Context: an optimization exercise on an open-source flow, tuned for small area, a short achievable clock period and few clock cycles. The choices shown serve that exercise and are no tape-out recipe. The RTL was checked by simulation tests, not by an equivalence proof against the original design. No activity file was given, so power comes from the tool's default toggle rates.

Design sbcore, start of the top module:
module sbcore #(
    parameter [31:0] UART_BASE     = 32'h4000_C000,
    parameter [11:0] UART_DR_OFF   = 12'h000,
    parameter [11:0] UART_FR_OFF   = 12'h018,
    parameter [11:0] UART_IBRD_OFF = 12'h024,
    parameter [11:0] UART_FBRD_OFF = 12'h028,
    parameter [11:0] UART_LCR_OFF  = 12'h02C,
    parameter [11:0] UART_CR_OFF   = 12'h030,
    parameter integer FR_TXFF_BIT  = 5,
    parameter integer FR_RXFE_BIT  = 4
) (
    input  wire        clk,
    input  wire        rst,
    input  wire        host_we,
    input  wire [7:0]  host_addr,
    input  wire [31:0] host_wdata,
    output reg  [31:0] host_rdata,
    output reg         i2c_req,
    output reg  [2:0]  i2c_op,
    output reg  [7:0]  i2c_wdata,
    output reg         i2c_last,
    input  wire        i2c_ack,
    input  wire        i2c_nack,
    input  wire [7:0]  i2c_rdata,
    output reg         spi_req,
    output reg  [1:0]  spi_op,
    output reg  [7:0]  spi_wdata,
    input  wire        spi_ack,
    input  wire [7:0]  spi_rdata,
    output reg         uart_req,
    output reg         uart_we,
    output reg  [31:0] uart_addr,
    output reg  [31:0] uart_wdata,
    input  wire        uart_ack,
    input  wire [31:0] uart_rdata
);
Size in the first run: about 4700 cells after synthesis, roughly 33000 µm² of cells after synthesis.
clock: 10.0 ns
lec_check: 0
abc_area: 1
cap_margin: 20
core_margin: 2
core_utilization: 55
place_density: 0.7
setup_slack_margin: 4.5
slew_margin: 20
standard.sh (not shown) runs the stock make flow with config.mk's settings and CLKGATE_MAP_FILE= SYNTH_SCRIPT=/design/flow/synth_recipe.tcl, a recipe that flattens the netlist after the stock synthesis.
==> flow/flow/run.sh <==
#!/bin/bash
# Own flow: the standard synthesis and layout (standard.sh), except that
# placement buffers the ports with sky130_fd_sc_hd__buf_1 (the smallest
# buffer; timing repair upsizes those on critical paths). The full output
# of the layout goes to layout.log here.
set -euo pipefail
export BUFFER_PORTS_ARGS="-buffer_cell sky130_fd_sc_hd__buf_1"
bash ./standard.sh > ./layout.log 2>&1
Testbench counts at the start, summed over its fixed seeds: cycles 9,436.
Then changed:
Settings changed: CTS_BUF_LIST from default to sky130_fd_sc_hd__clkbuf_16, CTS_CLUSTER_DIAMETER from default to 70, CTS_CLUSTER_SIZE from default to 20.
Outcome: The new run completed without violations. Sequential share of layout area rises by 0.95 points. Die area does not change. Wire length goes down slightly. Critical path depth fell by 1. Fmax goes up slightly. Non-clock buffer count decreases by 12.
Then changed:
==> flow/run.sh (new file) <==
#!/bin/bash
# synth_recipe.tcl (not shown) runs the flow's synth.tcl, then flattens the netlist and writes it again
# the make line also repeats each setting of config.mk as NAME=value (left out here)
make -C /OpenROAD-flow-scripts/flow DESIGN_CONFIG=/design/flow/config.mk WORK_HOME=/design/flow/orfs CLKGATE_MAP_FILE= SYNTH_SCRIPT=/design/flow/synth_recipe.tcl finish
Settings changed: CTS_CLUSTER_DIAMETER 70 to 60, CTS_CLUSTER_SIZE 20 to 16.
removed: flow/flow/run.sh
removed: flow/standard.sh
Result:
- The changed run finished clean
- power goes up by a few percent
- synthesized area stays the same
- sequential power hardly moves
- wire length rises slightly
- clock skew drops by 0.0061 ns
- non-clock buffer count increases by 38
Then changed:
==> flow/flow/run.sh (new file) <==
#!/bin/bash
# Own flow: the standard synthesis and layout (standard.sh), except that
# placement buffers the ports with sky130_fd_sc_hd__buf_1 (the smallest
# buffer; timing repair upsizes those on critical paths). The full output
# of the layout goes to layout.log here.
set -euo pipefail
export BUFFER_PORTS_ARGS="-buffer_cell sky130_fd_sc_hd__buf_1"
bash ./standard.sh > ./layout.log 2>&1
==> flow/standard.sh (new file) <==
#!/bin/bash
# synth_recipe.tcl (not shown) runs the flow's synth.tcl, then flattens the netlist and writes it again
# the make line also repeats each setting of config.mk as NAME=value (left out here)
make -C /OpenROAD-flow-scripts/flow DESIGN_CONFIG=/design/flow/config.mk WORK_HOME=/design/flow/orfs CLKGATE_MAP_FILE= SYNTH_SCRIPT=/design/flow/synth_recipe.tcl "${@:-finish}"
Settings changed: CTS_CLUSTER_DIAMETER 60 to 80, CTS_CLUSTER_SIZE 16 to 24.
removed: flow/run.sh
Effect: The new run went through all stages and came out clean. Worst hold slack hardly moves. Die area does not change. Cell area shrinks by 3.9%. Critical path depth grows by 4. Global-route usage grows by 0.75 points. Power shrinks by 5.0%. Core utilization shrinks by 2.7 points. Flip-flop and latch count stays the same. Routed wire length hardly moves. Maximum frequency hardly moves. Count of clock-buffer cells in the layout shrinks by 18.

-- re-timing with driven ports --
The flow's constraints put no driver on any port. The routed layouts listed below were extracted and timed again, unchanged, in two steps.
Step 1 (the two cells are an assumption about what drives the block):
set clk [get_ports {clk}]
set_driving_cell -lib_cell sky130_fd_sc_hd__clkbuf_16 $clk
set_driving_cell -lib_cell sky130_fd_sc_hd__buf_2 [delete_from_list [all_inputs] $clk]
Step 2, shift: input delay + t, output delay - t, t = (earliest + latest rising clock arrival at the registers) / 2. This alone moves slack from input paths to output paths.
a / b / c = ideal / step 1 / step 2; a / b = the first two.
run	t, ns	setup WS [ns]	clock arrival spread, ns	worst register clock-pin slew, ns	pins driven straight from the clock port
the first run	0.704	3.944 / 3.902 / 3.902	0.033 / 0.033	0.07 / 0.07	1
the second run	0.706	4.021 / 3.975 / 3.975	0.041 / 0.042	0.09 / 0.09	1
the third run	0.739	4.021 / 3.969 / 3.969	0.032 / 0.032	0.08 / 0.08	1
the fourth run	0.693	4.039 / 3.983 / 3.983	0.064 / 0.065	0.10 / 0.10	1
After both steps setup and hold are still met in every run listed. The setup slack of the fourth run, which loses most, moves by -0.056 ns with the drivers and by -0.056 ns with both steps.
